From an optimization exercise on the open Yosys and OpenROAD flow, aimed at small area and a short achievable clock period; shortcuts taken in it are not production practice.
RTL that was checked went through simulation tests only; none was proved equivalent to the original.
Function not checked in runs 1 to 6: the RTL went through the layout flow alone.
Power and IR drop assume default switching activity.

File: design/flow/flow/run.sh
#!/bin/bash
bash standard.sh finish BUFFER_PORTS_ARGS="-buffer_cell sky130_fd_sc_hd__buf_2" > standard.log 2>&1
File: design/flow/standard.sh
#!/bin/bash
# synth_recipe.tcl (not shown) runs the flow's synth.tcl, then flattens the netlist and writes it again
# the make line also repeats each setting of config.mk as NAME=value (left out here)
make -C /OpenROAD-flow-scripts/flow DESIGN_CONFIG=/design/flow/config.mk WORK_HOME=/design/flow/orfs CLKGATE_MAP_FILE= SYNTH_SCRIPT=/design/flow/synth_recipe.tcl "${@:-finish}"
File: design/flow/config.mk
export PLATFORM = sky130hd
export DESIGN_NAME = rtp_rx_check
export DESIGN_NICKNAME = rtp_rx_check
export VERILOG_FILES = /design/flow/design.v
export SDC_FILE = /design/flow/constraint.sdc
export NUM_CORES = 4
export LEC_CHECK = 0
export CAP_MARGIN = 20
export CORE_MARGIN = 2
export CORE_UTILIZATION = 40
export PLACE_DENSITY = 0.6
export SLEW_MARGIN = 20
File: design/flow/constraint.sdc
create_clock -name core_clock -period 7.0 [get_ports {clk}]
set_input_delay 1.4000 -clock core_clock [delete_from_list [all_inputs] [get_ports {clk}]]
set_output_delay 1.4000 -clock core_clock [all_outputs]
set_load 0.01 [all_outputs]
File: design/flow/design.v
module rtp_rx_check (
    input  wire        clk,
    input  wire        rst,
    input  wire        in_valid,
    input  wire [63:0] in_data,
    input  wire        in_last,
    input  wire [2:0]  in_nbytes,
    output wire        out_valid,
    output wire        out_hdr,
    output wire        out_ok,
    output wire [31:0] out_type,
    output wire [31:0] out_seq,
    output wire [31:0] out_len,
    output wire [31:0] out_csum,
    output wire [15:0] out_sum,
    output wire [10:0] out_plen,
    output wire [11:0] out_flen
);
    reg         first;
    reg         ph_b1;
    reg         ph_pl;
    reg         ph_past;
    reg         fin;         
    reg  [11:0] flen;        
    reg  [10:0] room;        
    reg  [7:0]  kmask;       
    reg         lim;         
    reg  [15:0] acc_p;       
    reg  [15:0] acc_g;       
    reg  [31:0] f_type;
    reg  [31:0] f_seq;
    reg  [31:0] f_len;
    reg  [31:0] f_csum;
    wire        full     = ~in_last | (in_nbytes == 3'd0);
    wire [3:0]  nb       = full ? 4'd8 : {1'b0, in_nbytes};
    reg  [7:0]  keep;
    reg  [63:0] masked;
    integer     j;
    always @* begin
        for (j = 0; j < 8; j = j + 1) begin
            keep[j] = in_valid & kmask[j] & (full | (in_nbytes > j));
            masked[63 - 8*j -: 8] = keep[j] ? in_data[63 - 8*j -: 8] : 8'h00;
        end
    end
    function [31:0] csa;
        input [15:0] a, b, c;
        reg   [15:0] m;
        begin
            m   = (a & b) | (a & c) | (b & c);
            csa = {m[14:0], m[15], a ^ b ^ c};
        end
    endfunction
    function [7:0] thermo;
        input [10:0] n;
        integer i;
        begin
            for (i = 0; i < 8; i = i + 1)
                thermo[i] = (n > i);
        end
    endfunction
    wire [15:0] s_in = first ? 16'd0 : acc_p;
    wire [15:0] c_in = first ? 16'd0 : {acc_g[14:0], acc_g[15]};
    wire [31:0] l1a  = csa(masked[63:48], masked[47:32], masked[31:16]);
    wire [31:0] l1b  = csa(masked[15:0], s_in, c_in);
    wire [31:0] l2   = csa(l1a[15:0], l1a[31:16], l1b[15:0]);
    wire [31:0] l3   = csa(l2[15:0], l2[31:16], l1b[31:16]);
    wire [10:0] len_sat  = (|in_data[63:43]) ? 11'h7FF : in_data[42:32];
    wire [10:0] room_dec = (|room[10:3]) ? room - 11'd8 : 11'd0;
    wire        pl_end   = (flen[10:3] == 8'hFF);     
    wire [11:0] base     = first ? 12'd0 : flen;
    wire [8:0]  base_inc = base[11:3] + 9'd1;
    always @(posedge clk) begin
        if (rst) begin
            first   <= 1'b1;
            ph_b1   <= 1'b0;
            ph_pl   <= 1'b0;
            ph_past <= 1'b0;
            kmask   <= 8'hFF;
            fin     <= 1'b0;
        end else begin
            fin <= in_valid & in_last;
            if (in_valid) begin
                first   <= in_last;
                ph_b1   <= ~in_last & first;
                ph_pl   <= ~in_last & (ph_b1 | (ph_pl & ~pl_end));
                ph_past <= ~in_last & (ph_past | (ph_pl & pl_end));
                if (in_last)
                    kmask <= 8'hFF;
                else if (first)
                    kmask <= 8'h0F;                      
                else if (ph_b1)
                    kmask <= thermo(len_sat);
                else if (ph_pl & ~pl_end)
                    kmask <= thermo(room_dec);
                else
                    kmask <= 8'h00;
            end
        end
        acc_p <= l3[15:0] ^ l3[31:16];
        acc_g <= l3[15:0] & l3[31:16];
        if (in_valid) begin
            if (!ph_past)
                flen <= full ? {base_inc, 3'b000} : {base[11:3], in_nbytes};
            if (first) begin
                f_type <= in_data[63:32];
                f_seq  <= in_data[31:0];
            end
            if (ph_b1) begin
                f_len  <= in_data[63:32];
                f_csum <= in_data[31:0];
                room   <= len_sat;
            end
            if (ph_pl)
                room   <= room_dec;
            lim <= ~ph_b1 && (room[10:4] == 7'd0) && (room[3:0] <= (ph_past ? 4'd0 : nb));
        end
    end
    reg  [15:0] gp, pp, gn, pn;
    integer     k, d;
    always @* begin
        gp = acc_g;
        pp = acc_p;
        for (d = 1; d < 16; d = d * 2) begin
            for (k = 0; k < 16; k = k + 1) begin
                gn[k] = gp[k] | (pp[k] & gp[(k + 16 - d) % 16]);
                pn[k] = pp[k] & pp[(k + 16 - d) % 16];
            end
            gp = gn;
            pp = pn;
        end
    end
    wire [15:0] sum = ~(acc_p ^ {gp[14:0], gp[15]});
    wire [31:0] vu    = csa(acc_p, {acc_g[14:0], acc_g[15]}, f_csum[15:0]);
    wire        z_sc  = ~|{acc_p, acc_g};
    wire        z_mod = (vu[15:0] == ~vu[31:16]) | ~|vu | &vu;
    wire        cs_lo0 = ~|f_csum[15:0];
    wire        cs_lo1 = &f_csum[15:0];
    wire        hdr   = |flen[11:4];
    wire [11:0] avail = flen - 12'd16;
    assign out_valid = fin;
    assign out_hdr   = hdr;
    assign out_ok    = hdr & ~|f_csum[31:16] & z_mod & ~(z_sc & cs_lo0) & ~(~z_sc & cs_lo1);
    assign out_type  = f_type;
    assign out_seq   = f_seq;
    assign out_len   = f_len;
    assign out_csum  = f_csum;
    assign out_sum   = sum;
    assign out_plen  = lim ? f_len[10:0] : avail[10:0];
    assign out_flen  = flen;
endmodule
==> flow_summary_export.csv, run 1 <==
group,metric,value,unit
floorplan,io_pins,241,
pwr,pwr-share-comb,26.8,%
sta,hold_viol,0,
cts,htreeDepth,4,
yosys,synth_edf_count,152,
pwr,p_sw_share,37.4,%
final_layout,nets,1428,
setup_path,crit_required,5.60,ns
cts,clockBufferDepth,2,
min_path,min_path_type,"flip-flop to flip-flop",
setup_path,r2r_slack,3.68,ns
yosys,synth_area,11200,um^2
sta,finalSetupTns,0,ns
pwr,clkPwrFrac,27.7,%
floorplan,dieWidth,171,um
pwr,ir_drop,127,uV
setup_path,reg2reg_depth,10,
pwr,intPower,2.29,mW
pwr,power_frac_seq,45.5,%
final_layout,syn2layout_area_growth,19.5,%
run,cap_violations,0,
setup_path,path_class,"flip-flop to primary output",
yosys,ys.flop_type,"edfxtp_1",
final_layout,final_cell_mix,"buf_2 (240), edfxtp_1 (152), nand2_1 (147)",
final_layout,layout-drive-gt1-share,23.8,%
sta,skew,0.0106,ns
drt,drtAntennaViolNets,0,
floorplan,core,27700,um^2
yosys,yosysSeqAreaShare,48.8,%
global_route,grt_overflow,0,
min_path,hp-start,"kmask[2]$_SDFFE_PP1P_",
drt,wl,33500,um
drt,drc,0,
sta,finalCriticalPeriod,4.48,ns
yosys,ys_warn_count,1,
cts,postCtsSetupRepairBufs,0,
final_layout,final_common_cell,"buf_2",
drt,dr.pass1.iters,7,
place,placed_cell_area,12700,um^2
drt,drt-vias-per-instance,5.39,
cts,clkTransAtPathRegs,0.08,ns
sta,slew_viol_final,0,
floorplan,rows,61,
setup_path,timing.rr.end,"acc_p[11]$_DFF_P_",
floorplan,dieHeight,171,um
final_layout,fin_area,13400,um^2
global_route,grt_pass1_vias,8527,
yosys,synth_nets,1204,
sta,fmax,223,MHz
status,run_status,"no timing/DRC/antenna violations",
place,port_buffers,240,
cts,root_buffer,"clkbuf_16",
pwr,p_per_area,273,nW/um^2
sta,rsz0062_at_grt,"no",
sta,max_slew_margin,32.2,%
yosys,synth-async-reset-ratio,0,%
setup_path,arrival,3.08,ns
setup_path,start_kind,"flip-flop",
cts,cts_buffers,17,
global_route,grt_pass1_wl,50800,um
setup_path,startpoint,"acc_p[2]$_DFF_P_",
drt,num_vias,8775,
setup_path,crit_fanout,11,
yosys,ys_ff_latch,197,
global_route,antenna_found_initial,3,
pwr,p_leak,5.49,nW
floorplan,dieArea,29300,um^2
drt,wire_per_inst,20.6,um
drt,drtIter0Drc,695,
min_path,whs_path_depth,1,
yosys,syn_inst,1013,
floorplan,start_util,40.4,%
place,dp_hpwl,25200,um
pwr,power.switching,1.37,mW
setup_path,r2r_start,"kmask[2]$_SDFFE_PP1P_",
yosys,yosys.cell_types.count,59,
setup_path,cp-end-kind,"primary output",
sta,worstMarginPinSlew,1.01,ns
cts,insertion_delay,0.44,ns
cts,cts_tree,"done",
yosys,synth.avg_cell_area,11.1,um^2
cts,clock_sinks,197,
global_route,grt_use_total,23.3,%
global_route,grt_max_degree,49,
cts,cts-resized-gates,0,
sta,final.period_utilization,64.1,%
place,place_congestion,0.910,
sta,setup-violations-final,0,
cts,hold_buffers,0,
min_path,min_to,"kmask[2]$_SDFFE_PP1P_",
sequential cells by signal, indices dropped and copies added (netlist names):
register,count
ph_past,1
f_len,32
room,11
acc_p,16
first,1
fin,1
acc_g,16
ph_pl,1
flen,12
ph_b1,1
lim,1
f_csum,32
kmask,8
f_seq,32
f_type,32
logic make-up (layout without fill, tap and decap cells):
kind of cell	count (synthesis)	in the layout	synth area share, %
and+or+nand+nor	361	361	15.7
xor gates and xnor gates	43	43	3.36
AOI/OAI and AO/OA	131	131	7.48
muxes	6	6	0.603
DFF	197	197	48.8
buffers and inverters	155	392	5.29
other	0	1	0
adders and majority gates	120	120	18.8
area by class of cell:
class,count,area [um^2]
inverter,116,435
multi-input combinational,661,5150
sequential,197,5470
fill,2574,14300
antenna,1,2.50
timing repair buffer,244,1240
tap,378,473
clock buffer,17,425
clock inverter,15,184
power groups by stage:
stage	clock network [mW]	logic [mW]	registers, mW
after floorplan	0	0.775	1.48
after global placement	0	0.958	1.68
after detailed placement	0	0.979	1.67
after CTS	1.03	0.982	1.65
after global routing	1.07	1.13	1.67
final	1.01	0.981	1.66
critical path: stages, from the launching register on:
cell      delay (ns)
dfxtp_1         0.74
fa_1            0.58
nor4_1          0.35
nand4_1         0.15
nor3_1          0.21
a31oi_1         0.06
a211oi_1        0.35
buf_2           0.21
synthesized netlist by cell type (5+ instances only):
| master | number | share of area [%] |
|---|---|---|
| o22ai_1 | 5 | 0.28 |
| nor2_1 | 74 | 2.5 |
| or3_1 | 6 | 0.34 |
| nor4_1 | 37 | 2.1 |
| o21ai_0 | 28 | 1.3 |
| nor2b_1 | 6 | 0.34 |
| o31a_1 | 7 | 0.55 |
| and3_1 | 6 | 0.34 |
| and2_1 | 7 | 0.39 |
| o21ai_1 | 9 | 0.40 |
| edfxtp_1 | 152 | 41 |
| nand3_1 | 8 | 0.36 |
| o31ai_1 | 21 | 1.4 |
| a21oi_1 | 33 | 1.5 |
| nand2_1 | 147 | 4.9 |
| xor2_1 | 9 | 0.70 |
| ha_1 | 40 | 4.5 |
| mux2_2 | 6 | 0.60 |
| dfxtp_1 | 45 | 8.0 |
| clkbuf_1 | 36 | 1.2 |
| a31oi_1 | 6 | 0.34 |
| fa_1 | 80 | 14 |
| nand4_1 | 36 | 2.0 |
| nor3_1 | 11 | 0.49 |
| inv_1 | 115 | 3.9 |
| xnor2_1 | 34 | 2.7 |
stage by stage:
stage | worst slack (ns) | power (mW) | std cells | hold slack, ns | utilization, %
floorplan | 2.24 | 2.26 | 1013 | 0.430 | -
global placement | 2.17 | 2.64 | 1595 | 0.463 | 46.0
detailed placement | 2.12 | 2.65 | 1595 | 0.475 | 46.0
CTS | 2.53 | 3.66 | 1627 | 0.494 | 48.2
global route | 2.33 | 3.87 | 1629 | 0.525 | 48.3
finish | 2.52 | 3.66 | 1629 | 0.504 | 48.3
worst max path at each step:
stage | slack, ns | endpoint | cells after the start
3_5_place_dp | 2.12 | acc_p[10]$_DFF_P_ | 13
2_1_floorplan | 2.24 | acc_p[10]$_DFF_P_ | 13
5_1_grt | 2.33 | out_ok | 7
3_3_place_gp | 2.17 | acc_p[9]$_DFF_P_ | 13
6_report | 2.52 | out_ok | 7
4_1_cts | 2.53 | out_ok | 7
layer usage:
metal | global-route usage, % | share of wire, %
met1 | 33.1 | 44
met5 | 0 | 0.072
met4 | 7.11 | 2.2
met3 | 6.10 | 10
met2 | 35.2 | 44
==> run 2, diff against run 1 <==
--- a/design/flow/config.mk
+++ b/design/flow/config.mk
@@ -5,6 +5,7 @@
 export SDC_FILE = /design/flow/constraint.sdc
 export NUM_CORES = 4
 export LEC_CHECK = 0
+export ABC_CLOCK_PERIOD_IN_PS = 1000
 export CAP_MARGIN = 20
 export CORE_MARGIN = 2
 export CORE_UTILIZATION = 40
==> flow_summary_export.csv, run 2 <==
group,metric,value,unit
global_route,antenna_found_initial,3,
floorplan,start_util,40.4,%
yosys,synth_mux_area_share,0.603,%
run,cap_violations,0,
sta,final.period_utilization,64.1,%
drt,drtAntennaViolNets,0,
drt,wl,33500,um
yosys,yosys.cell_types.count,59,
sta,finalCriticalPeriod,4.48,ns
setup_path,cp_top_family,"flip-flops",
pwr,p_leak,5.49,nW
yosys,synth-async-reset-ratio,0,%
yosys,ys_ff_latch,197,
yosys,synth_nets,1204,
sta,hold_viol,0,
final_layout,stdcell_count,1629,
drt,wire_per_inst,20.6,um
final_layout,final_cell_mix,"buf_2 (240), edfxtp_1 (152), nand2_1 (147)",
min_path,min_path_type,"flip-flop to flip-flop",
setup_path,path_class,"flip-flop to primary output",
final_layout,final_common_cell,"buf_2",
sta,finalWorstSetupSlack,2.52,ns
yosys,synthSimpleGateAreaFrac,15.7,%
floorplan,core,27700,um^2
sta,fmax,223,MHz
drt,drtIter0Drc,695,
global_route,grt_pass1_wl,50800,um
setup_path,cpPeakStageDelay,0.74,ns
place,dp.cells,1595,
floorplan,rows,61,
cts,cts_tree,"done",
global_route,grt_max_degree,49,
setup_path,critical-path-slowest-cell,"dfxtp_1",
floorplan,dieWidth,171,um
global_route,grt_overflow,0,
cts,root_buffer,"clkbuf_16",
cts,hold_buffers,0,
yosys,synthXorXnorAreaFrac,3.36,%
global_route,grt_use_total,23.3,%
sta,worstMarginPinSlew,1.01,ns
drt,num_vias,8775,
status,run_status,"no timing/DRC/antenna violations",
yosys,synth_fa_ha_area_share,18.8,%
pwr,ir_drop,127,uV
yosys,yosysTopAreaCellShare,40.8,%
yosys,synth.avg_cell_area,11.1,um^2
yosys,synth_edf_count,152,
cts,htreeDepth,4,
sta,setup-violations-final,0,
setup_path,cp_num_buf_inv,1,
yosys,synth_most_common_cell,"edfxtp_1",
yosys,syn_inst,1013,
setup_path,start_kind,"flip-flop",
setup_path,arrival,3.08,ns
yosys,synth_compound_area_share,7.48,%
sta,rsz0062_at_grt,"no",
cts,cts_buffers,17,
yosys,yosysSeqAreaShare,48.8,%
cts,clock_sinks,197,
place,port_buffers,240,
drt,dr.pass1.iters,7,
place,dp_slack,2.12,ns
yosys,synth_top_family_by_area,"adder cells",
sta,max_slew_margin,32.2,%
cts,cts-resized-gates,0,
setup_path,cp-end-kind,"primary output",
pwr,p_per_area,273,nW/um^2
floorplan,dieArea,29300,um^2
drt,drc,0,
setup_path,path_cells,"fa_1, nor4_1, nand4_1, nor3_1, a31oi_1, a211oi_1, buf_2",
yosys,synth_area_leaders,"edfxtp_1 (41%), fa_1 (14%), dfxtp_1 (8.0%), nand2_1 (4.9%), ha_1 (4.5%)",
sta,finalSetupTns,0,ns
drt,drt-vias-per-instance,5.39,
final_layout,nets,1428,
place,dp_hpwl,25200,um
cts,clkTransAtPathRegs,0.08,ns
yosys,synth_top_area_cell,"edfxtp_1",
setup_path,crit_fanout,11,
sta,skew,0.0106,ns
cts,clockBufferDepth,2,
floorplan,dieHeight,171,um
yosys,ys_warn_count,1,
cts,insertion_delay,0.44,ns
sta,slew_viol_final,0,
place,place_congestion,0.910,
cts,postCtsSetupRepairBufs,0,
floorplan,io_pins,241,
yosys,synth_common_cells,"edfxtp_1 (152), nand2_1 (147), inv_1 (115)",
final_layout,syn2layout_area_growth,19.5,%
yosys,synth_area,11200,um^2
global_route,grt_pass1_vias,8527,
yosys,ys.flop_type,"edfxtp_1",
final_layout,layout-drive-gt1-share,23.8,%
setup_path,crit_required,5.60,ns
## run 2: logic make-up (layout without fill, tap and decap cells)
group / count (synthesis) / count (layout)
and+or+nand+nor: 361 / 361
adders and majority gates: 120 / 120
other: 0 / 1
buffers and inverters: 155 / 392
muxes: 6 / 6
DFF: 197 / 197
xor gates and xnor gates: 43 / 43
AOI/OAI and AO/OA: 131 / 131
## run 2: layout make-up
class | count | area, um^2
Fill cell | 2574 | 14300
Sequential cell | 197 | 5470
Multi-Input combinational cell | 661 | 5150
Timing Repair Buffer | 244 | 1240
Tap cell | 378 | 473
Inverter | 116 | 435
Clock buffer | 17 | 425
Clock inverter | 15 | 184
Antenna cell | 1 | 2.50
## run 2: where the power goes
| group | leakage [nW] | internal (mW) | switching, mW |
|---|---|---|---|
| Combinational | 3.42 | 0.410 | 0.571 |
| Sequential | 1.77 | 1.37 | 0.297 |
| Clock | 0.295 | 0.514 | 0.499 |
| Total | 5.49 | 2.29 | 1.37 |
## run 2: stage by stage
| step | hold WS, ns | total power [mW] | util (%) | cell area (um^2) |
|---|---|---|---|---|
| after detailed placement | 0.475 | 2.65 | 46.0 | 12700 |
| after floorplan | 0.430 | 2.26 | - | 11200 |
| final | 0.504 | 3.66 | 48.3 | 13400 |
| after global placement | 0.463 | 2.64 | 46.0 | 12700 |
| after global routing | 0.525 | 3.87 | 48.3 | 13400 |
| after CTS | 0.494 | 3.66 | 48.2 | 13400 |
## run 2: per-layer routing
metal / up-vias / track usage (%) / routed length [um]
met3: 64 / 6.10 / 3380
met2: 468 / 35.2 / 14600
met4: 4 / 7.11 / 749
li1: 3962 / - / -
met1: 4277 / 33.1 / 14800
met5: - / 0 / 24
## run 2: path summary, 6_finish.rpt
| check | from | endpoint | slack [ns] | cells past startpoint |
|---|---|---|---|---|
| setup reg to reg | kmask[2]$_SDFFE_PP1P_ | acc_p[11]$_DFF_P_ | 3.68 | 10 |
| hold reg to reg | kmask[2]$_SDFFE_PP1P_ | kmask[2]$_SDFFE_PP1P_ | 0.50 | 1 |
| hold / removal | kmask[2]$_SDFFE_PP1P_ | kmask[2]$_SDFFE_PP1P_ | 0.50 | 1 |
| setup / recovery | acc_p[2]$_DFF_P_ | out_ok | 2.52 | 7 |
==> run 3, diff against run 2 <==
--- a/design/flow/config.mk
+++ b/design/flow/config.mk
@@ -5,9 +5,9 @@
 export SDC_FILE = /design/flow/constraint.sdc
 export NUM_CORES = 4
 export LEC_CHECK = 0
-export ABC_CLOCK_PERIOD_IN_PS = 1000
 export CAP_MARGIN = 20
 export CORE_MARGIN = 2
 export CORE_UTILIZATION = 40
 export PLACE_DENSITY = 0.6
+export SETUP_SLACK_MARGIN = 2.9
 export SLEW_MARGIN = 20
==> flow_summary_export.csv, run 3 <==
group,metric,value,unit
status,run_status,"no timing/DRC/antenna violations",
yosys,synth.avg_cell_area,11.1,um^2
drt,drtAntennaViolNets,0,
sta,skew,0.0102,ns
yosys,syn_inst,1013,
floorplan,start_util,40.4,%
cts,htreeDepth,4,
pwr,p_per_area,271,nW/um^2
pwr,power_frac_seq,44.8,%
yosys,synth-async-reset-ratio,0,%
sta,final.period_utilization,59.9,%
place,port_buffers,240,
drt,highest_layer,"met5",
setup_path,r2r_start,"first$_SDFFE_PP1P_",
sta,rsz0062_at_grt,"yes",
cts,cts_buffers,17,
place,dp_hpwl,24900,um
sta,slew_viol_final,0,
yosys,synth_common_cells,"edfxtp_1 (152), nand2_1 (147), inv_1 (115)",
sta,max_slew_margin,29.5,%
final_layout,final.fill_count,2578,
yosys,yosysTopAreaCellShare,40.8,%
global_route,grt_max_degree,38,
drt,drtIter0Drc,636,
pwr,clkPwrFrac,27.7,%
floorplan,dieArea,29300,um^2
cts,clockBufferDepth,2,
sta,setup-violations-final,0,
cts,hold_buffers,0,
run,cap_violations,0,
drt,wl,33400,um
drt,dr.pass1.iters,6,
global_route,antenna_found_initial,5,
pwr,p_sw_share,36.8,%
pwr,ir_drop,138,uV
yosys,yosys.cell_types.count,59,
yosys,synth_top_area_cell,"edfxtp_1",
yosys,yosysSeqAreaShare,48.8,%
sta,finalCriticalPeriod,4.19,ns
floorplan,dieWidth,171,um
setup_path,crit_fanout,11,
cts,cts_tree,"done",
drt,num_vias,8685,
yosys,ys_ff_latch,197,
sta,whs,0.497,ns
floorplan,rows,61,
drt,wl_met3,3070,um
yosys,synth_edf_count,152,
yosys,synth_nets,1204,
sta,hold_viol,0,
pwr,intPower,2.35,mW
sta,worstMarginPinSlew,1.05,ns
final_layout,syn2layout_area_growth,22.9,%
final_layout,final_cell_mix,"buf_2 (236), edfxtp_1 (152), nand2_1 (136)",
pwr,report.power.total,3.73,mW
cts,insertion_delay,0.45,ns
drt,routed-wl-met2,15000,um
setup_path,cp-end-kind,"primary output",
final_layout,nets,1445,
global_route,grt_pass1_wl,50600,um
pwr,pwr-share-comb,27.5,%
drt,wire_per_inst,20.3,um
final_layout,regArea,5490,um^2
yosys,synth_area_leaders,"edfxtp_1 (41%), fa_1 (14%), dfxtp_1 (8.0%), nand2_1 (4.9%), ha_1 (4.5%)",
global_route,grt_pass1_vias,8653,
drt,drc,0,
yosys,synth_most_common_cell,"edfxtp_1",
setup_path,arrival,2.79,ns
pwr,power.switching,1.37,mW
cts,root_buffer,"clkbuf_16",
place,placed_cell_area,12800,um^2
yosys,ys.flop_type,"edfxtp_1",
pwr,p_leak,5.59,nW
sta,finalSetupTns,0,ns
cts,clock_sinks,197,
setup_path,start_kind,"flip-flop",
global_route,grt_use_total,23.2,%
min_path,min_path_type,"flip-flop to flip-flop",
floorplan,dieHeight,171,um
place,place_congestion,0.910,
setup_path,path_class,"flip-flop to primary output",
yosys,ys_warn_count,1,
final_layout,fin_area,13800,um^2
floorplan,io_pins,241,
floorplan,core,27700,um^2
final_layout,multiInputGateArea,5340,um^2
min_path,hp-start,"kmask[7]$_SDFFE_PP1P_",
drt,drt-vias-per-instance,5.27,
final_layout,layout-drive-gt1-share,28.6,%
cts,clkTransAtPathRegs,0.08,ns
setup_path,crit_required,5.60,ns
drt,wl_met1,14500,um
setup_path,startpoint,"acc_p[4]$_DFF_P_",
global_route,grt_overflow,0,
yosys,synth_area,11200,um^2
sta,fmax,239,MHz
final_layout,final_common_cell,"buf_2",
## run 3: layout make-up
type / instances / share of cell area [%]
sequential: 197 / 39.9
multi-input combinational: 661 / 38.8
timing repair buffer: 261 / 10.1
tap: 378 / 3.44
inverter: 116 / 3.16
clock buffer: 17 / 3.09
clock inverter: 15 / 1.35
antenna: 4 / 0.0727
## run 3: per-layer routing
layer / GRT usage [%] / vias up
met5: 0 / -
met4: 8.03 / 2
met3: 6.49 / 60
met2: 35.8 / 396
met1: 31.7 / 4231
li1: - / 3996
## run 3: worst paths after layout
check / to / slack (ns) / cells past startpoint
hold / removal: kmask[7]$_SDFFE_PP1P_ / 0.50 / 2
hold reg to reg: kmask[7]$_SDFFE_PP1P_ / 0.50 / 2
setup / recovery: out_ok / 2.81 / 7
setup reg to reg: acc_p[12]$_DFF_P_ / 3.71 / 9
## run 3: repair_timing
item	in CTS	in global routing
pin swaps	8	12
endpoints found under the setup margin	33	28
gates resized for setup	17	33
cloned	0	0
setup buffers	5	14
## run 3: logic make-up after synthesis
family	Yosys count	share of synthesized area, %
and+or+nand+nor	361	15.7
muxes	6	0.603
adders and majority gates	120	18.8
DFF	197	48.8
xor gates and xnor gates	43	3.36
buffers and inverters	155	5.29
AOI/OAI and AO/OA	131	7.48
## run 3: power by group through the flow
| stage | Clock, mW | Combinational, mW | Sequential (mW) |
|---|---|---|---|
| 6_report | 1.03 | 1.02 | 1.67 |
| 5_1_grt | 1.09 | 1.18 | 1.68 |
| 4_1_cts | 1.05 | 1.01 | 1.65 |
| 3_5_place_dp | 0 | 0.993 | 1.67 |
| 3_3_place_gp | 0 | 0.975 | 1.68 |
| 2_1_floorplan | 0 | 0.784 | 1.48 |
## run 3: worst max-delay path: stages, from the launching register on
cell and delay (ns):
dfxtp_2 0.43, fa_1 0.61, nor2_1 0.06, or4_1 0.53
nor4_2 0.16, nand4_1 0.13, a211oi_2 0.25, buf_2 0.17
## run 3: through the flow
stage | util, % | std cells | setup slack (ns)
3_3_place_gp | 46.3 | 1594 | 1.96
5_1_grt | 49.7 | 1647 | 2.70
4_1_cts | 48.8 | 1631 | 2.76
3_5_place_dp | 46.3 | 1594 | 1.91
2_1_floorplan | - | 1013 | 2.64
6_report | 49.7 | 1649 | 2.81
==> run 4, diff against run 3 <==
--- a/design/flow/config.mk
+++ b/design/flow/config.mk
@@ -9,5 +9,5 @@
 export CORE_MARGIN = 2
 export CORE_UTILIZATION = 40
 export PLACE_DENSITY = 0.6
-export SETUP_SLACK_MARGIN = 2.9
+export SETUP_SLACK_MARGIN = 3.3
 export SLEW_MARGIN = 20
==> flow_summary_export.csv, run 4 <==
group,metric,value,unit
status,run_status,"no timing/DRC/antenna violations",
sta,finalCriticalPeriod,4.21,ns
min_path,hp-start,"kmask[7]$_SDFFE_PP1P_",
global_route,antenna_found_initial,1,
setup_path,arrival,2.81,ns
drt,drt-vias-per-instance,5.35,
global_route,grt_pass1_vias,8656,
sta,fmax,238,MHz
floorplan,core,27700,um^2
floorplan,dieHeight,171,um
floorplan,io_pins,241,
drt,wire_per_inst,20.6,um
cts,cts_tree,"done",
setup_path,cp_num_buf_inv,1,
yosys,ys_ff_latch,197,
final_layout,final_common_cell,"buf_2",
yosys,synth_area_leaders,"edfxtp_1 (41%), fa_1 (14%), dfxtp_1 (8.0%), nand2_1 (4.9%), ha_1 (4.5%)",
cts,hold_buffers,0,
cts,cts_buffers,17,
global_route,grt_pass1_wl,51500,um
min_path,min_to,"kmask[7]$_SDFFE_PP1P_",
min_path,whs_path_depth,2,
final_layout,final_cell_mix,"buf_2 (235), edfxtp_1 (152), nand2_1 (106)",
drt,drtIter0Drc,840,
sta,worstMarginPinSlew,0.987,ns
yosys,yosysTopAreaCellShare,40.8,%
sta,rsz0062_at_grt,"yes",
cts,clockBufferDepth,2,
pwr,clkPwrFrac,26.4,%
global_route,grt_use_total,23.7,%
final_layout,syn2layout_area_growth,30.5,%
final_layout,multiInputGateArea,5710,um^2
yosys,yosysSeqAreaShare,48.8,%
place,place_congestion,0.934,
yosys,yosys.cell_types.count,59,
yosys,synth_edf_count,152,
setup_path,crit_fanout,2,
yosys,synth_most_common_cell,"edfxtp_1",
drt,num_vias,8985,
yosys,syn_inst,1013,
setup_path,cpPeakStageDelay,0.57,ns
sta,max_slew_margin,34.0,%
sta,hold_viol,0,
sta,final.period_utilization,60.1,%
setup_path,path_cells,"fa_1, nor2_1, or4_4, nor4_4, nand4_1, a211oi_2, buf_2",
pwr,power.switching,1.49,mW
place,port_buffers,240,
place,placed_cell_area,12800,um^2
final_layout,final.fill_count,2454,
yosys,synth_area,11200,um^2
final_layout,layout-drive-gt1-share,37.9,%
cts,clkTransAtPathRegs,0.08,ns
pwr,report.power.total,3.89,mW
cts,insertion_delay,0.45,ns
yosys,synth-async-reset-ratio,0,%
cts,root_buffer,"clkbuf_16",
cts,htreeDepth,4,
place,dp_hpwl,25200,um
floorplan,start_util,40.4,%
yosys,synth_common_cells,"edfxtp_1 (152), nand2_1 (147), inv_1 (115)",
pwr,p_per_area,266,nW/um^2
drt,dr.pass1.iters,10,
yosys,synth.avg_cell_area,11.1,um^2
sta,setup-violations-final,0,
yosys,synth_top_area_cell,"edfxtp_1",
setup_path,start_kind,"flip-flop",
setup_path,cp-end-kind,"primary output",
pwr,intPower,2.40,mW
final_layout,nets,1479,
setup_path,cp_top_family,"simple AND/OR/NAND/NOR gates",
pwr,p_sw_share,38.4,%
yosys,synth_nets,1204,
yosys,ys.flop_type,"edfxtp_1",
pwr,pwr-share-comb,30.2,%
min_path,min_path_type,"flip-flop to flip-flop",
sta,slew_viol_final,0,
setup_path,critical-path-slowest-cell,"fa_1",
drt,drc,0,
setup_path,r2r_slack,3.62,ns
final_layout,regArea,5540,um^2
run,cap_violations,0,
yosys,ys_warn_count,1,
setup_path,crit_required,5.60,ns
floorplan,dieWidth,171,um
global_route,grt_overflow,0,
pwr,ir_drop,156,uV
setup_path,reg2reg_depth,9,
floorplan,dieArea,29300,um^2
setup_path,r2r_start,"first$_SDFFE_PP1P_",
global_route,grt_max_degree,41,
pwr,power_frac_seq,43.3,%
drt,drtAntennaViolNets,0,
setup_path,timing.rr.end,"acc_p[6]$_DFF_P_",
drt,wl,34600,um
final_layout,fin_area,14600,um^2
cts,clock_sinks,197,
sta,skew,0.0177,ns
setup_path,path_class,"flip-flop to primary output",
pwr,p_leak,5.92,nW
sta,finalSetupTns,0,ns
sta,whs,0.485,ns
floorplan,rows,61,
run 4: how the worst max path moves through the flow:
stage                                   start               end  slack [ns]  cells after the start
after floorplan                      in_valid  acc_p[1]$_DFF_P_        2.64                     11
after global placement           in_nbytes[1]  acc_p[6]$_DFF_P_        1.97                     11
after detailed placement         in_nbytes[1]  acc_p[5]$_DFF_P_        1.89                     11
after CTS                 f_csum[4]$_DFFE_PP_            out_ok        2.79                      7
after global routing      f_csum[4]$_DFFE_PP_            out_ok        2.68                      7
final                     f_csum[5]$_DFFE_PP_            out_ok        2.79                      7
run 4: kinds of logic after synthesis:
| family | after synthesis | synth area share (%) |
|---|---|---|
| DFF | 197 | 48.8 |
| xor gates and xnor gates | 43 | 3.36 |
| AOI/OAI and AO/OA | 131 | 7.48 |
| buffers and inverters | 155 | 5.29 |
| adders and majority gates | 120 | 18.8 |
| and+or+nand+nor | 361 | 15.7 |
| muxes | 6 | 0.603 |
run 4: repair_timing:
item                       in CTS  in global routing
setup endpoints to repair      49                 50
gates resized for setup       156                 79
gates cloned                    0                  0
pin swaps                     103                 42
setup buffers                  41                 12
run 4: stage by stage:
stage          cells  setup slack, ns  util [%]
2_1_floorplan   1013             2.64         -
3_3_place_gp    1594             1.97      46.3
3_5_place_dp    1594             1.89      46.3
4_1_cts         1667             2.79      51.6
5_1_grt         1680             2.68      52.7
6_report        1680             2.79      52.7
run 4: area by class of cell:
class	count	share of cell area [%]
multi-input combinational	661	39.1
sequential	197	37.9
timing repair buffer	295	12.5
tap	378	3.24
inverter	116	2.98
clock buffer	17	2.91
clock inverter	15	1.34
antenna	1	0.0171
run 4: power groups by stage:
stage | sequential (mW) | clock [mW] | combinational (mW)
finish | 1.69 | 1.03 | 1.18
global route | 1.70 | 1.09 | 1.33
CTS | 1.65 | 1.04 | 1.12
detailed placement | 1.67 | 0 | 0.999
global placement | 1.67 | 0 | 0.978
floorplan | 1.48 | 0 | 0.784
run 4: routing by layer:
layer / GRT usage, % / vias up / wire length (um)
met4: 7.22 / 0 / 683
met5: 0 / - / 0
met1: 34.3 / 4420 / 15400
met2: 35.5 / 456 / 15300
li1: - / 4062 / -
met3: 5.57 / 47 / 3260
run 4: worst reg2reg max path, cell delays in order (launching register included):
cell and delay, ns:
dfxtp_1 0.42, inv_2 0.55, nand2_1 0.19, fa_1 0.59, inv_2 0.04, fa_1 0.56, inv_1 0.08, fa_1 0.53
inv_1 0.05, ha_2 0.31
==> run 5, diff against run 4 <==
--- a/design/flow/design.v
+++ b/design/flow/design.v
@@ -23,7 +23,6 @@
     reg         fin;         
     reg  [11:0] flen;        
     reg  [10:0] room;        
-    reg  [7:0]  kmask;       
     reg         lim;         
     reg  [15:0] acc_p;       
     reg  [15:0] acc_g;       
@@ -33,12 +32,14 @@
     reg  [31:0] f_csum;
     wire        full     = ~in_last | (in_nbytes == 3'd0);
     wire [3:0]  nb       = full ? 4'd8 : {1'b0, in_nbytes};
+    wire        room_all = |room[10:3];
     reg  [7:0]  keep;
     reg  [63:0] masked;
     integer     j;
     always @* begin
         for (j = 0; j < 8; j = j + 1) begin
-            keep[j] = in_valid & kmask[j] & (full | (in_nbytes > j));
+            keep[j] = in_valid & (full | (in_nbytes > j)) &
+                      (first | (ph_b1 & (j < 4)) | (ph_pl & (room_all | (room[2:0] > j))));
             masked[63 - 8*j -: 8] = keep[j] ? in_data[63 - 8*j -: 8] : 8'h00;
         end
     end
@@ -50,14 +51,6 @@
             csa = {m[14:0], m[15], a ^ b ^ c};
         end
     endfunction
-    function [7:0] thermo;
-        input [10:0] n;
-        integer i;
-        begin
-            for (i = 0; i < 8; i = i + 1)
-                thermo[i] = (n > i);
-        end
-    endfunction
     wire [15:0] s_in = first ? 16'd0 : acc_p;
     wire [15:0] c_in = first ? 16'd0 : {acc_g[14:0], acc_g[15]};
     wire [31:0] l1a  = csa(masked[63:48], masked[47:32], masked[31:16]);
@@ -65,7 +58,7 @@
     wire [31:0] l2   = csa(l1a[15:0], l1a[31:16], l1b[15:0]);
     wire [31:0] l3   = csa(l2[15:0], l2[31:16], l1b[31:16]);
     wire [10:0] len_sat  = (|in_data[63:43]) ? 11'h7FF : in_data[42:32];
-    wire [10:0] room_dec = (|room[10:3]) ? room - 11'd8 : 11'd0;
+    wire [10:0] room_dec = room_all ? room - 11'd8 : 11'd0;
     wire        pl_end   = (flen[10:3] == 8'hFF);     
     wire [11:0] base     = first ? 12'd0 : flen;
     wire [8:0]  base_inc = base[11:3] + 9'd1;
@@ -75,7 +68,6 @@
             ph_b1   <= 1'b0;
             ph_pl   <= 1'b0;
             ph_past <= 1'b0;
-            kmask   <= 8'hFF;
             fin     <= 1'b0;
         end else begin
             fin <= in_valid & in_last;
@@ -84,16 +76,6 @@
                 ph_b1   <= ~in_last & first;
                 ph_pl   <= ~in_last & (ph_b1 | (ph_pl & ~pl_end));
                 ph_past <= ~in_last & (ph_past | (ph_pl & pl_end));
-                if (in_last)
-                    kmask <= 8'hFF;
-                else if (first)
-                    kmask <= 8'h0F;                      
-                else if (ph_b1)
-                    kmask <= thermo(len_sat);
-                else if (ph_pl & ~pl_end)
-                    kmask <= thermo(room_dec);
-                else
-                    kmask <= 8'h00;
             end
         end
         acc_p <= l3[15:0] ^ l3[31:16];
--- a/design/flow/config.mk
+++ b/design/flow/config.mk
@@ -9,5 +9,5 @@
 export CORE_MARGIN = 2
 export CORE_UTILIZATION = 40
 export PLACE_DENSITY = 0.6
-export SETUP_SLACK_MARGIN = 3.3
+export SETUP_SLACK_MARGIN = 2.9
 export SLEW_MARGIN = 20
==> flow_summary_export.csv, run 5 <==
group,metric,value,unit
status,run_status,"no timing/DRC/antenna violations",
setup_path,crit_fanout,11,
yosys,yosysSeqAreaShare,50.7,%
yosys,synth_fa_ha_area_share,20.1,%
yosys,synth_compound_area_share,5.61,%
place,port_buffers,240,
run,cap_violations,0,
sta,hold_viol,0,
final_layout,fin_area,13000,um^2
yosys,synthXorXnorAreaFrac,3.77,%
final_layout,regArea,5350,um^2
sta,finalSetupTns,0,ns
setup_path,crit_required,5.60,ns
floorplan,dieArea,27500,um^2
global_route,grt_use_total,22.5,%
final_layout,syn2layout_area_growth,24.4,%
sta,finalCriticalPeriod,4.19,ns
place,dp_hpwl,23500,um
cts,clockBufferDepth,2,
yosys,ys_ff_latch,189,
pwr,p_leak,5.16,nW
setup_path,reg2reg_depth,10,
sta,worstMarginPinSlew,1.04,ns
cts,root_buffer,"clkbuf_16",
yosys,synth_area_leaders,"edfxtp_1 (44%), fa_1 (15%), dfxtp_1 (7.1%), ha_1 (4.8%), nand2_1 (3.7%)",
yosys,synth_area,10500,um^2
drt,dr.pass1.iters,6,
setup_path,path_cells,"fa_1, xnor2_1, nor4_1, nand4_1, a2111oi_4, buf_2",
setup_path,cp-end-kind,"primary output",
pwr,pwr-share-comb,28.1,%
floorplan,io_pins,241,
pwr,ir_drop,176,uV
final_layout,final_common_cell,"buf_2",
yosys,synth_edf_count,152,
drt,drc,0,
final_layout,final_cell_mix,"buf_2 (237), edfxtp_1 (152), nand2_1 (92)",
yosys,synth_nets,1064,
sta,skew,0.00993,ns
pwr,p_per_area,274,nW/um^2
yosys,synthSimpleGateAreaFrac,15.6,%
yosys,synth_top_family_by_area,"adder cells",
global_route,grt_pass1_wl,47300,um
drt,wl,31000,um
cts,htreeDepth,4,
setup_path,start_kind,"flip-flop",
cts,hold_buffers,0,
final_layout,final.fill_count,2330,
drt,drtIter0Drc,635,
pwr,power.switching,1.29,mW
pwr,power_frac_seq,45.2,%
drt,num_vias,7833,
setup_path,critical-path-slowest-cell,"fa_1",
final_layout,antennaDiodeCount,0,
yosys,syn_inst,873,
setup_path,path_class,"flip-flop to primary output",
drt,drt-vias-per-instance,5.33,
cts,insertion_delay,0.44,ns
floorplan,core,25800,um^2
final_layout,layout-drive-gt1-share,33.0,%
drt,wire_per_inst,21.1,um
place,place_congestion,0.961,
yosys,ys_warn_count,1,
setup_path,cpPeakStageDelay,0.53,ns
min_path,min_path_type,"flip-flop to flip-flop",
cts,cts_buffers,17,
floorplan,start_util,40.5,%
global_route,grt_pass1_vias,7897,
global_route,antenna_found_initial,0,
pwr,clkPwrFrac,26.7,%
yosys,synth.avg_cell_area,12.0,um^2
sta,fmax,238,MHz
yosys,synth-async-reset-ratio,0,%
floorplan,rows,59,
yosys,synth_common_cells,"edfxtp_1 (152), nand2_1 (103), fa_1 (80)",
global_route,grt_overflow,0,
global_route,grt_max_degree,49,
yosys,yosysTopAreaCellShare,43.6,%
sta,rsz0062_at_grt,"yes",
yosys,synth_mux_area_share,0.526,%
pwr,p_sw_share,36.1,%
pwr,intPower,2.28,mW
sta,final.period_utilization,59.9,%
floorplan,dieWidth,166,um
sta,setup-violations-final,0,
place,placed_cell_area,12100,um^2
yosys,yosys.cell_types.count,46,
yosys,synth_most_common_cell,"edfxtp_1",
yosys,synth_top_area_cell,"edfxtp_1",
min_path,whs_path_depth,1,
setup_path,arrival,2.79,ns
sta,slew_viol_final,0,
cts,cts_tree,"done",
floorplan,dieHeight,166,um
cts,clock_sinks,189,
sta,max_slew_margin,30.4,%
drt,drtAntennaViolNets,0,
cts,clkTransAtPathRegs,0.07,ns
yosys,ys.flop_type,"edfxtp_1",
final_layout,multiInputGateArea,5020,um^2
final_layout,nets,1313,
run 5: path summary, 6_finish.rpt:
kind	slack, ns	startpoint	end
max	2.81	acc_p[9]$_DFF_P_	out_ok
min	0.55	ph_past$_SDFFE_PP0P_	ph_past$_SDFFE_PP0P_
max reg2reg	3.09	first$_SDFFE_PP1P_	acc_p[8]$_DFF_P_
min reg2reg	0.55	ph_past$_SDFFE_PP0P_	ph_past$_SDFFE_PP0P_
run 5: layout make-up:
| type | count | share of cell area (%) |
|---|---|---|
| inverters | 67 | 1.96 |
| clock buffers | 19 | 3.33 |
| well taps | 335 | 3.22 |
| repair buffers | 264 | 10.8 |
| flip-flops and latches | 189 | 41.1 |
| clock inverters | 13 | 1.01 |
| multi-input cells | 583 | 38.6 |
run 5: stage by stage:
step / utilization (%) / cells / total power [mW] / hold WS (ns) / setup slack, ns
finish: 50.4 / 1470 / 3.56 / 0.548 / 2.81
global route: 50.4 / 1470 / 3.76 / 0.561 / 2.75
CTS: 49.6 / 1460 / 3.54 / 0.545 / 2.82
detailed placement: 46.8 / 1417 / 2.56 / 0.521 / 2.32
global placement: 46.8 / 1417 / 2.55 / 0.524 / 2.39
floorplan: - / 873 / 2.18 / 0.478 / 2.69
run 5: layer usage:
metal / vias to the layer above / wire, um / GRT usage [%]
met4: 0 / 770 / 6.39
met1: 3845 / 13900 / 32.6
met2: 386 / 13800 / 34.0
met5: - / 0 / 0
li1: 3555 / - / -
met3: 47 / 2560 / 5.35
run 5: what timing repair did:
action | CTS | global route
setup buffers | 11 | 10
gates resized for setup | 29 | 40
pin swaps | 8 | 19
endpoints found under the setup margin | 12 | 26
run 5: kinds of logic after synthesis:
| family | after synthesis |
|---|---|
| AOI/OAI and AO/OA | 93 |
| xor gates and xnor gates | 45 |
| adders and majority gates | 120 |
| buffers and inverters | 101 |
| DFF | 189 |
| muxes | 5 |
| and+or+nand+nor | 320 |
run 5: critical path, delay by kind of cell, from the launching register on:
| kind | cells | cell delay, ns |
|---|---|---|
| DFF | 1 | 0.52 |
| xor gates and xnor gates | 1 | 0.15 |
| and+or+nand+nor | 2 | 0.55 |
| adders and majority gates | 1 | 0.53 |
| buffers and inverters | 1 | 0.20 |
| AOI/OAI and AO/OA | 1 | 0.42 |
run 5: power groups by stage:
stage | Combinational, mW | Sequential, mW | Clock, mW
finish | 1.00 | 1.61 | 0.950
CTS | 0.974 | 1.60 | 0.967
floorplan | 0.751 | 1.43 | 0
global route | 1.12 | 1.62 | 1.01
detailed placement | 0.954 | 1.61 | 0
global placement | 0.935 | 1.61 | 0
==> run 6, diff against run 5 <==
--- a/design/flow/config.mk
+++ b/design/flow/config.mk
@@ -8,6 +8,8 @@
 export CAP_MARGIN = 20
 export CORE_MARGIN = 2
 export CORE_UTILIZATION = 40
+export CTS_BUF_LIST = sky130_fd_sc_hd__clkbuf_8
+export CTS_CLUSTER_SIZE = 30
 export PLACE_DENSITY = 0.6
 export SETUP_SLACK_MARGIN = 2.9
 export SLEW_MARGIN = 20
==> flow_summary_export.csv, run 6 <==
group,metric,value,unit
yosys,synth_most_common_cell,"edfxtp_1",
min_path,hp-start,"ph_past$_SDFFE_PP0P_",
sta,finalCriticalPeriod,4.18,ns
drt,wl,31200,um
final_layout,fin_area,12900,um^2
drt,drtAntennaViolNets,0,
setup_path,crit_fanout,11,
setup_path,path_cells,"fa_2, nor4_1, nand4_1, nor2_1, a31oi_1, a2111oi_4, buf_2",
cts,htreeDepth,4,
min_path,min_path_type,"flip-flop to flip-flop",
setup_path,cp_num_buf_inv,1,
cts,clockBufferDepth,2,
floorplan,dieHeight,166,um
yosys,synth.avg_cell_area,12.0,um^2
cts,clkTransAtPathRegs,0.10,ns
setup_path,r2r_start,"room[6]$_DFFE_PP_",
setup_path,crit_required,5.60,ns
yosys,yosysSeqAreaShare,50.7,%
yosys,syn_inst,873,
global_route,grt_overflow,0,
sta,worstMarginPinSlew,1.03,ns
yosys,yosys.cell_types.count,46,
yosys,synth_area_leaders,"edfxtp_1 (44%), fa_1 (15%), dfxtp_1 (7.1%), ha_1 (4.8%), nand2_1 (3.7%)",
place,dp_hpwl,23500,um
drt,wire_per_inst,21.1,um
cts,clock_sinks,189,
sta,skew,0.0227,ns
yosys,synth-async-reset-ratio,0,%
yosys,synth_top_area_cell,"edfxtp_1",
final_layout,layout-drive-gt1-share,34.2,%
setup_path,cpPeakStageDelay,0.54,ns
sta,rsz0062_at_grt,"yes",
setup_path,start_kind,"flip-flop",
final_layout,final_cell_mix,"buf_2 (239), edfxtp_1 (152), nand2_1 (93)",
sta,finalSetupTns,0,ns
drt,drtIter0Drc,635,
sta,hold_viol,0,
floorplan,io_pins,241,
yosys,synth_common_cells,"edfxtp_1 (152), nand2_1 (103), fa_1 (80)",
yosys,synth_nets,1064,
setup_path,cp_top_family,"simple AND/OR/NAND/NOR gates",
pwr,p_leak,5.12,nW
setup_path,path_class,"flip-flop to primary output",
setup_path,reg2reg_depth,12,
setup_path,timing.rr.end,"acc_p[11]$_DFF_P_",
cts,root_buffer,"clkbuf_8",
place,place_congestion,0.961,
floorplan,core,25800,um^2
yosys,yosysTopAreaCellShare,43.6,%
setup_path,r2r_slack,3.08,ns
sta,final.period_utilization,59.7,%
place,dp.cells,1417,
global_route,grt_use_total,22.6,%
final_layout,antennaDiodeCount,0,
place,dp_slack,2.32,ns
cts,hold_buffers,0,
global_route,grt_pass1_vias,7898,
drt,dr.pass1.iters,5,
place,port_buffers,240,
final_layout,stdcell_count,1479,
final_layout,nets,1322,
final_layout,final.fill_count,2347,
floorplan,dieArea,27500,um^2
pwr,ir_drop,136,uV
place,placed_cell_area,12100,um^2
run,cap_violations,0,
cts,insertion_delay,0.48,ns
floorplan,start_util,40.5,%
final_layout,final_common_cell,"buf_2",
sta,finalWorstSetupSlack,2.82,ns
min_path,min_to,"ph_past$_SDFFE_PP0P_",
setup_path,arrival,2.78,ns
yosys,ys_ff_latch,189,
setup_path,cp-end-kind,"primary output",
min_path,whs_path_depth,1,
yosys,ys.flop_type,"edfxtp_1",
cts,cts_buffers,17,
sta,max_slew_margin,31.2,%
sta,slew_viol_final,0,
final_layout,syn2layout_area_growth,23.4,%
drt,drc,0,
pwr,report.power.total,3.34,mW
floorplan,rows,59,
drt,num_vias,7851,
sta,setup-violations-final,0,
yosys,synth_area,10500,um^2
drt,drt-vias-per-instance,5.31,
cts,cts_tree,"done",
global_route,grt_max_degree,49,
yosys,ys_warn_count,1,
yosys,synth_edf_count,152,
floorplan,dieWidth,166,um
setup_path,critical-path-slowest-cell,"dfxtp_2",
status,run_status,"no timing/DRC/antenna violations",
global_route,grt_pass1_wl,47400,um
global_route,antenna_found_initial,0,
pwr,p_per_area,259,nW/um^2
sta,fmax,239,MHz
[run 6: cell counts after synthesis]
No cell type changed its count.
[run 6: where the power goes]
group	switching [mW]	internal, mW
Clock	0.422	0.287
Combinational	0.575	0.452
Sequential	0.263	1.34
Total	1.26	2.08
[run 6: area by class of cell]
class | count | area (um^2) | share of cell area, %
Sequential cell | 189 | 5360 | 41.5
Clock inverter | 15 | 139 | 1.08
Tap cell | 335 | 419 | 3.25
Timing Repair Buffer | 273 | 1480 | 11.4
Inverter | 67 | 255 | 1.98
Clock buffer | 17 | 234 | 1.81
Multi-Input combinational cell | 583 | 5030 | 38.9
[run 6: how the worst max path moves through the flow]
stage | to | slack, ns | start | cells after the start
global route | out_ok | 2.69 | f_csum[0]$_DFFE_PP_ | 6
detailed placement | acc_p[8]$_DFF_P_ | 2.32 | in_nbytes[2] | 11
CTS | out_ok | 2.82 | f_csum[13]$_DFFE_PP_ | 7
floorplan | acc_p[7]$_DFF_P_ | 2.69 | in_nbytes[2] | 11
global placement | acc_p[4]$_DFF_P_ | 2.39 | in_nbytes[2] | 11
finish | out_ok | 2.82 | acc_p[13]$_DFF_P_ | 7
[run 6: timing repair]
| item | 4_1_cts | 5_1_grt |
|---|---|---|
| cloned | 0 | 0 |
| pin swaps | 8 | 23 |
| buffers inserted | 15 | 15 |
| endpoints found under the setup margin | 11 | 23 |
| gates resized for setup | 38 | 35 |
[run 6: cells by family after synthesis]
group / count (synthesis) / synth area share, %
compound gates: 93 / 5.61
xor+xnor: 45 / 3.77
fa+ha+maj: 120 / 20.1
buf+inv: 101 / 3.71
flops: 189 / 50.7
mux: 5 / 0.526
simple gates: 320 / 15.6
[run 6: per-stage QoR]
stage / util (%) / hold WS (ns)
4_1_cts: 49.1 / 0.551
2_1_floorplan: - / 0.478
6_report: 50.0 / 0.547
3_5_place_dp: 46.8 / 0.521
3_3_place_gp: 46.8 / 0.524
5_1_grt: 50.0 / 0.565
[run 6: worst reg2reg max path: cells and delay by family (launching register included)]
family,cells,cell delay (ns)
AO/OA/AOI/OAI,2,0.51
adder cells (fa/ha/maj),4,1.84
AND/OR/NAND/NOR,2,0.57
buffers and inverters,4,0.37
flip-flops,1,0.49
[run 6: per-layer routing]
metal,vias up,part of all wire [%],GRT usage [%]
met1,3875,45,32.6
met4,0,2.2,6.92
met3,47,8.3,5.52
met5,-,0,0
met2,359,45,34.0
li1,3570,-,-
==> run 7, diff against run 6 <==
--- a/design/flow/design.v
+++ b/design/flow/design.v
@@ -24,8 +24,8 @@
     reg  [11:0] flen;        
     reg  [10:0] room;        
     reg         lim;         
-    reg  [15:0] acc_p;       
-    reg  [15:0] acc_g;       
+    reg  [15:0] acc_s;       
+    reg  [15:0] acc_c;
     reg  [31:0] f_type;
     reg  [31:0] f_seq;
     reg  [31:0] f_len;
@@ -51,8 +51,8 @@
             csa = {m[14:0], m[15], a ^ b ^ c};
         end
     endfunction
-    wire [15:0] s_in = first ? 16'd0 : acc_p;
-    wire [15:0] c_in = first ? 16'd0 : {acc_g[14:0], acc_g[15]};
+    wire [15:0] s_in = first ? 16'd0 : acc_s;
+    wire [15:0] c_in = first ? 16'd0 : acc_c;
     wire [31:0] l1a  = csa(masked[63:48], masked[47:32], masked[31:16]);
     wire [31:0] l1b  = csa(masked[15:0], s_in, c_in);
     wire [31:0] l2   = csa(l1a[15:0], l1a[31:16], l1b[15:0]);
@@ -78,8 +78,8 @@
                 ph_past <= ~in_last & (ph_past | (ph_pl & pl_end));
             end
         end
-        acc_p <= l3[15:0] ^ l3[31:16];
-        acc_g <= l3[15:0] & l3[31:16];
+        acc_s <= l3[15:0];
+        acc_c <= l3[31:16];
         if (in_valid) begin
             if (!ph_past)
                 flen <= full ? {base_inc, 3'b000} : {base[11:3], in_nbytes};
@@ -97,11 +97,13 @@
             lim <= ~ph_b1 && (room[10:4] == 7'd0) && (room[3:0] <= (ph_past ? 4'd0 : nb));
         end
     end
+    wire [15:0] g0 = acc_s & acc_c;
+    wire [15:0] p0 = acc_s ^ acc_c;
     reg  [15:0] gp, pp, gn, pn;
     integer     k, d;
     always @* begin
-        gp = acc_g;
-        pp = acc_p;
+        gp = g0;
+        pp = p0;
         for (d = 1; d < 16; d = d * 2) begin
             for (k = 0; k < 16; k = k + 1) begin
                 gn[k] = gp[k] | (pp[k] & gp[(k + 16 - d) % 16]);
@@ -111,17 +113,16 @@
             pp = pn;
         end
     end
-    wire [15:0] sum = ~(acc_p ^ {gp[14:0], gp[15]});
-    wire [31:0] vu    = csa(acc_p, {acc_g[14:0], acc_g[15]}, f_csum[15:0]);
-    wire        z_sc  = ~|{acc_p, acc_g};
-    wire        z_mod = (vu[15:0] == ~vu[31:16]) | ~|vu | &vu;
-    wire        cs_lo0 = ~|f_csum[15:0];
+    wire [15:0] sum = ~(p0 ^ {gp[14:0], gp[15]});
+    wire [31:0] vu     = csa(acc_s, acc_c, f_csum[15:0]);
+    wire        z_mod  = &(vu[15:0] ^ vu[31:16]);
+    wire        z_sc   = ~|{acc_s, acc_c};
     wire        cs_lo1 = &f_csum[15:0];
     wire        hdr   = |flen[11:4];
     wire [11:0] avail = flen - 12'd16;
     assign out_valid = fin;
     assign out_hdr   = hdr;
-    assign out_ok    = hdr & ~|f_csum[31:16] & z_mod & ~(z_sc & cs_lo0) & ~(~z_sc & cs_lo1);
+    assign out_ok    = hdr & ~|f_csum[31:16] & z_mod & (z_sc | ~cs_lo1);
     assign out_type  = f_type;
     assign out_seq   = f_seq;
     assign out_len   = f_len;
--- a/design/flow/config.mk
+++ b/design/flow/config.mk
@@ -11,5 +11,5 @@
 export CTS_BUF_LIST = sky130_fd_sc_hd__clkbuf_8
 export CTS_CLUSTER_SIZE = 30
 export PLACE_DENSITY = 0.6
-export SETUP_SLACK_MARGIN = 2.9
+export SETUP_SLACK_MARGIN = 3.2
 export SLEW_MARGIN = 20
==> flow_summary_export.csv, run 7 <==
group,metric,value,unit
global_route,met1_usage,26.8,%
place,placed_cell_area,11800,um^2
place,place_congestion,0.927,
global_route,antenna_found_initial,2,
sta,finalSetupTns,0,ns
setup_path,cp-end-kind,"primary output",
sta,whs,0.546,ns
sta,skew,0.0128,ns
setup_path,crit_fanout,2,
drt,num_vias,7567,
cts,htreeDepth,4,
final_layout,nets,1303,
final_layout,layout-drive-gt1-share,37.2,%
cts,clkTransAtPathRegs,0.09,ns
pwr,ir_drop,221,uV
place,dp_hpwl,22200,um
drt,drt-vias-per-instance,5.14,
cts,cts_buffers,17,
final_layout,fin_area,12800,um^2
final_layout,final.fill_count,2250,
floorplan,dieHeight,164,um
min_path,min_path_type,"flip-flop to flip-flop",
final_layout,multiInputGateArea,4890,um^2
yosys,synth_fa_ha_area_share,18.6,%
setup_path,arrival,2.47,ns
yosys,yosys.cell_types.count,49,
drt,wire_per_inst,19.8,um
yosys,ys_ff_latch,189,
yosys,yosysTopAreaCellShare,44.5,%
final_layout,fin_util,51.0,%
cts,clock_sinks,189,
yosys,synth_area,10200,um^2
drt,drtIter0Drc,641,
yosys,synth_common_cells,"edfxtp_1 (152), nand2_1 (150), inv_1 (109)",
run,cap_violations,0,
yosys,synth_edf_count,152,
setup_path,r2r_start,"room[6]$_DFFE_PP_",
global_route,grt_pass1_vias,7535,
floorplan,rows,58,
global_route,grt_max_degree,63,
final_layout,final_common_cell,"buf_2",
yosys,syn_inst,882,
drt,wl,29100,um
floorplan,core,25200,um^2
sta,max_slew_margin,31.8,%
global_route,grt_overflow,0,
setup_path,path_class,"flip-flop to primary output",
floorplan,start_util,40.7,%
status,run_status,"no timing/DRC/antenna violations",
pwr,report.power.total,3.57,mW
sta,finalCriticalPeriod,3.87,ns
sta,hold_viol,0,
global_route,met3_usage,4.17,%
yosys,synthSimpleGateAreaFrac,13.4,%
floorplan,io_pins,241,
sta,worstMarginPinSlew,1.02,ns
yosys,synth_compound_area_share,5.88,%
sta,final.period_utilization,55.3,%
global_route,grt_pass1_wl,43200,um
yosys,synthXorXnorAreaFrac,4.36,%
yosys,synth-async-reset-ratio,0,%
floorplan,dieWidth,164,um
yosys,synth_area_leaders,"edfxtp_1 (45%), fa_1 (16%), dfxtp_1 (7.2%), nand2_1 (5.5%), inv_1 (4.0%)",
setup_path,start_kind,"flip-flop",
sta,fmax,258,MHz
sta,setup-violations-final,0,
drt,drtAntennaViolNets,0,
yosys,yosysSeqAreaShare,51.8,%
global_route,top_usage_layer,"met2",
yosys,synth_top_family_by_area,"adder cells",
cts,clockBufferDepth,2,
setup_path,startpoint,"f_csum[1]$_DFFE_PP_",
place,port_buffers,240,
yosys,synth_nets,1057,
final_layout,syn2layout_area_growth,25.2,%
yosys,synth.avg_cell_area,11.6,um^2
setup_path,r2r_slack,3.41,ns
drt,dr.pass1.iters,5,
pwr,p_leak,4.98,nW
setup_path,crit_required,5.60,ns
drt,drc,0,
cts,root_buffer,"clkbuf_8",
yosys,ys_warn_count,1,
global_route,grt_use_total,21.7,%
min_path,hp-start,"ph_past$_SDFFE_PP0P_",
cts,cts_tree,"done",
final_layout,final_cell_mix,"buf_2 (239), edfxtp_1 (152), nand2_1 (148)",
pwr,p_per_area,278,nW/um^2
global_route,grtUsageMet2,38.4,%
final_layout,regArea,5370,um^2
yosys,ys.flop_type,"edfxtp_1",
cts,insertion_delay,0.48,ns
yosys,synth_mux_area_share,0.635,%
floorplan,dieArea,26900,um^2
sta,slew_viol_final,0,
cts,hold_buffers,0,
yosys,synth_top_area_cell,"edfxtp_1",
sta,rsz0062_at_grt,"yes",
yosys,synth_most_common_cell,"edfxtp_1",
[run 7: changes by cell type in the layout (fill, tap and decap cells not counted), moves of 15 or more]
cell / previous run / this run
ha_1: 39 / 8
o31ai_1: 18 / 2
a21oi_1: 20 / 5
nor2_1: 61 / 33
inv_1: 61 / 107
nor2b_1: 32 / 5
nand2_1: 93 / 148
[run 7: through the flow]
stage          worst slack, ns  std cells
3_3_place_gp              2.43       1425
5_1_grt                   2.95       1472
3_5_place_dp              2.36       1425
4_1_cts                   3.16       1463
6_report                  3.13       1472
2_1_floorplan             2.92        882
[run 7: path summary, 6_finish.rpt]
check / to / cells past startpoint
setup / recovery: out_ok / 8
hold / removal: ph_past$_SDFFE_PP0P_ / 1
setup reg to reg: acc_s[14]$_DFF_P_ / 10
hold reg to reg: ph_past$_SDFFE_PP0P_ / 1
[run 7: layer usage]
layer / vias to the layer above / wire [um]
met5: - / 0
met4: 0 / 614
met3: 44 / 1720
met2: 271 / 15300
met1: 3777 / 11500
li1: 3475 / -
[run 7: logic make-up after synthesis]
family / after synthesis
mux: 6
compound gates: 96
xor+xnor: 51
fa+ha+maj: 104
buf+inv: 140
flops: 189
simple gates: 296
[run 7: area by class of cell]
type,instances,share of cell area [%]
sequential,189,41.8
tap,330,3.22
clock buffer,17,1.82
inverter,110,3.24
antenna,2,0.0390
timing repair buffer,257,10.5
multi-input combinational,553,38.1
clock inverter,14,1.31
[run 7: what timing repair did]
item	4_1_cts	5_1_grt
pin swaps	4	31
buffers inserted	7	7
gates resized for setup	66	80
setup endpoints to repair	39	34
[run 7: critical path, cell delays in order (launching register included)]
cell and delay, ns:
edfxtp_1 0.41, inv_1 0.09, fa_1 0.56, xor2_1 0.15
nand4_1 0.09, nor2_1 0.12, nand4_1 0.11, nor3_2 0.27
buf_2 0.19
[run 7: report_power, final]
part	internal [mW]	total [mW]	switching, mW
Clock	0.352	0.755	0.403
Combinational	0.553	1.33	0.780
Sequential	1.35	1.49	0.140
Total	2.25	3.57	1.32
==> run 8, diff against run 7 <==
--- a/design/flow/config.mk
+++ b/design/flow/config.mk
@@ -11,5 +11,5 @@
 export CTS_BUF_LIST = sky130_fd_sc_hd__clkbuf_8
 export CTS_CLUSTER_SIZE = 30
 export PLACE_DENSITY = 0.6
-export SETUP_SLACK_MARGIN = 3.2
+export SETUP_SLACK_MARGIN = 2.9
 export SLEW_MARGIN = 20
==> flow_summary_export.csv, run 8 <==
group,metric,value,unit
sta,max_slew_margin,31.5,%
floorplan,rows,58,
floorplan,core,25200,um^2
drt,wl_met3,1990,um
final_layout,antennaDiodeCount,0,
sta,fmax,251,MHz
sta,final.period_utilization,56.8,%
yosys,synth_common_cells,"edfxtp_1 (152), nand2_1 (150), inv_1 (109)",
setup_path,start_kind,"primary input",
cts,clkTransAtPathRegs,0.10,ns
pwr,p_per_area,272,nW/um^2
yosys,ys_ff_latch,189,
yosys,syn_inst,882,
pwr,clkPwrFrac,20.8,%
final_layout,final_cell_mix,"buf_2 (240), edfxtp_1 (152), nand2_1 (150)",
drt,wl_met1,12000,um
global_route,grt_overflow,0,
final_layout,fin_util,48.5,%
pwr,report.power.total,3.32,mW
yosys,synth_area,10200,um^2
sta,skew,0.0143,ns
sta,finalCriticalPeriod,3.98,ns
global_route,grt_pass1_vias,7530,
final_layout,stdcell_count,1457,
yosys,yosysTopAreaCellShare,44.5,%
pwr,intPower,2.05,mW
final_layout,final.fill_count,2365,
cts,cts_tree,"done",
final_layout,regArea,5310,um^2
status,run_status,"no timing/DRC/antenna violations",
run,cap_violations,0,
final_layout,fin_area,12200,um^2
final_layout,multiInputGateArea,4490,um^2
pwr,pwr-share-comb,35.6,%
yosys,synth_edf_count,152,
sta,rsz0062_at_grt,"yes",
setup_path,cp-end-kind,"flip-flop",
final_layout,final_common_cell,"buf_2",
drt,wire_per_inst,19.8,um
drt,routed-wl-met2,14400,um
pwr,power_frac_seq,43.6,%
cts,insertion_delay,0.48,ns
cts,cts_buffers,17,
yosys,synth.avg_cell_area,11.6,um^2
sta,finalSetupTns,0,ns
final_layout,layout-drive-gt1-share,27.7,%
min_path,min_path_type,"flip-flop to flip-flop",
final_layout,syn2layout_area_growth,19.2,%
global_route,grt_pass1_wl,43400,um
yosys,yosysSeqAreaShare,51.8,%
place,placed_cell_area,11800,um^2
setup_path,arrival,4.34,ns
floorplan,start_util,40.7,%
pwr,p_leak,4.87,nW
yosys,yosys.cell_types.count,49,
global_route,antenna_found_initial,0,
setup_path,crit_fanout,10,
yosys,synth_nets,1057,
yosys,synth_top_area_cell,"edfxtp_1",
yosys,synth-async-reset-ratio,0,%
yosys,ys_warn_count,1,
floorplan,dieWidth,164,um
final_layout,nets,1289,
pwr,ir_drop,164,uV
cts,clockBufferDepth,2,
cts,clock_sinks,189,
floorplan,io_pins,241,
pwr,p_sw_share,38.4,%
drt,wl,28900,um
drt,drt-vias-per-instance,5.18,
sta,hold_viol,0,
yosys,ys.flop_type,"edfxtp_1",
place,place_congestion,0.906,
place,dp_slack,2.41,ns
drt,drtIter0Drc,563,
cts,postCtsSetupRepairBufs,0,
floorplan,dieHeight,164,um
sta,finalWorstSetupSlack,3.02,ns
sta,slew_viol_final,0,
yosys,synth_most_common_cell,"edfxtp_1",
drt,dr.pass1.iters,7,
drt,num_vias,7546,
floorplan,dieArea,26900,um^2
cts,root_buffer,"clkbuf_8",
place,dp.cells,1425,
cts,htreeDepth,4,
drt,drc,0,
global_route,grt_max_degree,37,
place,port_buffers,240,
pwr,power.switching,1.28,mW
place,dp_hpwl,22600,um
drt,drtAntennaViolNets,0,
setup_path,crit_required,7.36,ns
sta,worstMarginPinSlew,1.02,ns
setup_path,path_class,"primary input to flip-flop",
drt,highest_layer,"met4",
yosys,synth_area_leaders,"edfxtp_1 (45%), fa_1 (16%), dfxtp_1 (7.2%), nand2_1 (5.5%), inv_1 (4.0%)",
sta,setup-violations-final,0,
sta,whs,0.550,ns
global_route,grt_use_total,21.8,%
run 8: cell counts after synthesis:
No cell type changed its count.
run 8: area by class of cell:
cell class | instances | area share, %
flip-flops and latches | 189 | 43.5
multi-input cells | 553 | 36.8
repair buffers | 243 | 10.0
inverters | 110 | 3.39
well taps | 330 | 3.38
clock buffers | 18 | 2.03
clock inverters | 14 | 0.953
run 8: cells by family (layout without fill, tap and decap cells):
kind of cell / Yosys count / in the layout / share of synthesized area (%)
compound gates: 96 / 96 / 5.88
simple gates: 296 / 296 / 13.4
mux: 6 / 6 / 0.635
xor+xnor: 51 / 51 / 4.36
flops: 189 / 189 / 51.8
fa+ha+maj: 104 / 104 / 18.6
buf+inv: 140 / 385 / 5.40
run 8: power groups by stage:
stage / registers (mW) / logic (mW) / clock network (mW)
3_5_place_dp: 1.47 / 1.16 / 0
4_1_cts: 1.45 / 1.17 / 0.705
5_1_grt: 1.46 / 1.32 / 0.742
2_1_floorplan: 1.43 / 0.782 / 0
6_report: 1.45 / 1.18 / 0.690
3_3_place_gp: 1.47 / 1.14 / 0
run 8: final timing paths:
path                                      startpoint                    to  slack (ns)  cells after the start
worst min register to register  ph_past$_SDFFE_PP0P_  ph_past$_SDFFE_PP0P_        0.55                      1
worst min-delay path            ph_past$_SDFFE_PP0P_  ph_past$_SDFFE_PP0P_        0.55                      1
worst max register to register     room[3]$_DFFE_PP_     acc_s[15]$_DFF_P_        3.38                     10
worst max-delay path                    in_nbytes[2]     acc_s[10]$_DFF_P_        3.02                      9
run 8: what timing repair did:
item	4_1_cts	5_1_grt
gates resized for setup	0	19
endpoints found under the setup margin	0	33
hold buffers	0	0
run 8: critical path: stages:
cell and delay, ns:
buf_2 0.16, o31ai_4 0.48, a31oi_1 0.16, a211oi_4 0.43, nand2_1 0.17, fa_1 0.52, fa_1 0.49, inv_1 0.05
fa_1 0.47
run 8: routing by layer:
layer	vias to the layer above	GRT usage (%)
li1	3455	-
met1	3752	28.9
met2	308	37.0
met3	31	4.07
met4	0	5.30
met5	-	0

Re-timed with assumed drivers on the ports (clkbuf_16 on the clock, buf_2 on other inputs), run 8 has 3.001 ns of setup slack against 3.022 ns with ideal ports, and 2.517 ns once port delays also move by the mid clock arrival of 0.509 ns.
